Context: an optimization exercise on an open-source flow, tuned for small area and a short achievable clock period. The choices shown serve that exercise and are no tape-out recipe. Function was checked by simulation only, so behaviour that the tests miss may differ from the original. No activity file was given, so power comes from the tool's default toggle rates.

// zsc_lpm
module zsc_lpm (
    input  wire         clk,
    input  wire         rst,         
    input  wire         reg_we,
    input  wire [10:0]  reg_addr,
    input  wire [15:0]  reg_wdata,
    input  wire         in_valid,
    input  wire [127:0] in_color,
    input  wire [127:0] in_attr,
    input  wire [15:0]  bg_color,
    input  wire [15:0]  bg_attr,
    output reg          out_valid,
    output reg  [15:0]  fr_color,
    output reg  [15:0]  fr_attr,
    output reg  [15:0]  bk_color,
    output reg  [15:0]  bk_attr
);
Settings: LEC_CHECK=0, ABC_AREA=1, CAP_MARGIN=20, CORE_MARGIN=2, CORE_UTILIZATION=55, CTS_CLUSTER_DIAMETER=150, CTS_CLUSTER_SIZE=28, PLACE_DENSITY=0.7, SLEW_MARGIN=20; clock period 32.0 ns.
standard.sh (not shown) runs the stock make flow with config.mk's settings and CLKGATE_MAP_FILE= SYNTH_SCRIPT=/design/flow/synth_recipe.tcl, a recipe that flattens the netlist after the stock synthesis.
==> flow/flow/run.sh <==
#!/bin/bash
set -euo pipefail
bash standard.sh finish \
  SETUP_SLACK_MARGIN=24.4 \
  MATCH_CELL_FOOTPRINT=0 \
  "BUFFER_PORTS_ARGS=-buffer_cell sky130_fd_sc_hd__buf_1" \
  > flow_make.log 2>&1
Edit:
--- a/flow/flow/run.sh
+++ b/flow/flow/run.sh
@@ -2,0 +3,3 @@
+mkdir -p scripts_mod
+cp -r "$FLOW_HOME/scripts/." scripts_mod/
+printf 'strash\ndch -f\nmap -D 4500\ntopo\nstime -c\nbuffer -c\nupsize -c\ndnsize -c\n' > scripts_mod/abc_area.script
@@ -3,0 +7 @@
+  SCRIPTS_DIR="$PWD/scripts_mod" \
Routed wire length is lower slightly.
Cell count is lower by a few percent.
Clock-buffer cell count is higher by 2.
Non-clock buffer count is higher by 75.
Cell area is higher slightly.
Global-route usage is lower by 0.45 points.
Register-to-register slack got worse by 0.56 ns.
Setup slack got worse by 0.11 ns.
Edit:
==> flow/flow/run.sh (replaced) <==
#!/bin/bash
set -euo pipefail
bash standard.sh finish \
  SETUP_SLACK_MARGIN=24.4 \
  MATCH_CELL_FOOTPRINT=0 \
  "BUFFER_PORTS_ARGS=-buffer_cell sky130_fd_sc_hd__buf_1" \
  > flow_make.log 2>&1
CORE_UTILIZATION = 60   (was 55)
CTS_CLUSTER_SIZE = 26   (was 28)
PLACE_DENSITY = 0.72   (was 0.7)
The new run passed the timing, DRC and antenna checks.
Core utilization grows by 3.0 points.
Final area shrinks slightly.
Global-route usage grows by 2.7 points.
Worst setup slack gets better by 0.11 ns.

## the baseline
zsc_lpm, a different RTL version from the one above (not shown whole).
Size: ~670 flip-flops, roughly 0.031 mm² of cells after synthesis.
export LEC_CHECK = 0
export ABC_AREA = 1
export CAP_MARGIN = 20
export CORE_MARGIN = 2
export CORE_UTILIZATION = 55
export CTS_CLUSTER_DIAMETER = 150
export CTS_CLUSTER_SIZE = 28
export PLACE_DENSITY = 0.7
export SLEW_MARGIN = 20
create_clock -name core_clock -period 32.0 [get_ports {clk}]
==> flow/flow/run.sh <==
#!/bin/bash
set -euo pipefail
bash standard.sh finish \
  SETUP_SLACK_MARGIN=24.4 \
  MATCH_CELL_FOOTPRINT=0 \
  "BUFFER_PORTS_ARGS=-buffer_cell sky130_fd_sc_hd__buf_1" \
  > flow_make.log 2>&1
The baseline: flow completed, timing, DRC and antenna clean
Changes in the candidate relative to the baseline:
Settings: CORE_UTILIZATION changed from 55 to 40; PLACE_DENSITY changed from 0.7 to 0.6.
diff --git a/flow/flow/run.sh b/flow/flow/run.sh
--- a/flow/flow/run.sh
+++ b/flow/flow/run.sh
@@ -4 +4 @@
-  SETUP_SLACK_MARGIN=24.4 \
+  SETUP_SLACK_MARGIN=24.6 \
Results
The baseline has a higher slew of the pin with the lowest slew margin than the candidate. ~same share of the clock period used by the worst path after layout in the baseline and the candidate. Taking the baseline as the reference point, the sequential cell area of the candidate rises by 83 µm². The candidate finished end to end and its layout was clean on timing, DRC and antenna. As far as fraction of the mapped netlist area in compound gates goes, the candidate and the baseline are indistinguishable; the numbers are identical. fr_color[1] as the critical path startpoint was reported by the baseline, and bk_color[1] by the candidate. Summary — proportion of power drawn by combinational gates, the candidate relative to the baseline: higher, by 0.8 points. When the final numbers for the baseline and the candidate were put side by side, the fraction of standard cell area in multi-input logic turned out to be smaller in the candidate. Taking the baseline as the reference, in the candidate final cell count without fillers higher, clock buffer count lower, setup slack lower, area added between synthesis and finish higher.

RTL: one of the versions met above, not the one the previous note started from.
Size: ~3300 cells after synthesis, about 380 I/O pins, ~30000 µm² of cells after synthesis.
Settings: LEC_CHECK=0, ABC_AREA=1, CAP_MARGIN=20, CORE_MARGIN=2, CORE_UTILIZATION=55, CTS_CLUSTER_DIAMETER=150, CTS_CLUSTER_SIZE=28, PLACE_DENSITY=0.7, SLEW_MARGIN=20; clock period 32.0 ns.
==> flow/flow/run.sh <==
#!/bin/bash
set -euo pipefail
bash standard.sh finish \
  SETUP_SLACK_MARGIN=24.5 \
  MATCH_CELL_FOOTPRINT=0 \
  "BUFFER_PORTS_ARGS=-buffer_cell sky130_fd_sc_hd__buf_1" \
  > flow_make.log 2>&1
Edit:
--- a/flow/flow/run.sh
+++ b/flow/flow/run.sh
@@ -4 +4 @@
-  SETUP_SLACK_MARGIN=24.5 \
+  SETUP_SLACK_MARGIN=24.4 \
- CTS_CLUSTER_SIZE: 28 -> 26
- PLACE_DENSITY: 0.7 -> 0.65
Outcome: Die area stays the same. Design area fell by 0.94%. Utilization drops by 0.61 points.

[port drivers added, routing unchanged]
The flow's constraints put no driver on any port. The routed layouts listed below were extracted and timed again, unchanged, in two steps. Step 1 (the two cells are an assumption about what drives the block):
set clk [get_ports {clk}]
set_driving_cell -lib_cell sky130_fd_sc_hd__clkbuf_16 $clk
set_driving_cell -lib_cell sky130_fd_sc_hd__buf_2 [delete_from_list [all_inputs] $clk]
Step 2, shift: input delay + t, output delay - t, t = (earliest + latest rising clock arrival at the registers) / 2. This alone moves slack from input paths to output paths. a / b / c = ideal / step 1 / step 2; a / b = the first two.
| run | t (ns) | slack for setup (ns) | worst slew at a driven data input, ns |
|---|---|---|---|
| the first run of note 1 | 0.690 | 24.413 / 24.352 / 23.795 | 0.12 |
| the second run of note 1 | 0.681 | 24.301 / 24.301 / 23.726 | 0.10 |
| the third run of note 1 | 0.683 | 24.409 / 24.350 / 23.791 | 0.11 |
| the baseline | 0.714 | 24.403 / 24.335 / 23.803 | 0.10 |
| the candidate | 0.738 | 24.390 / 24.317 / 23.934 | 0.07 |
| the first run of note 3 | 0.674 | 24.443 / 24.385 / 23.926 | 0.12 |
| the second run of note 3 | 0.683 | 24.439 / 24.383 / 23.800 | 0.11 |
After both steps setup and hold are still met in every run listed. For the second run of note 3, which loses most, drivers alone change the setup slack by -0.056 ns; drivers and shift together by -0.639 ns.
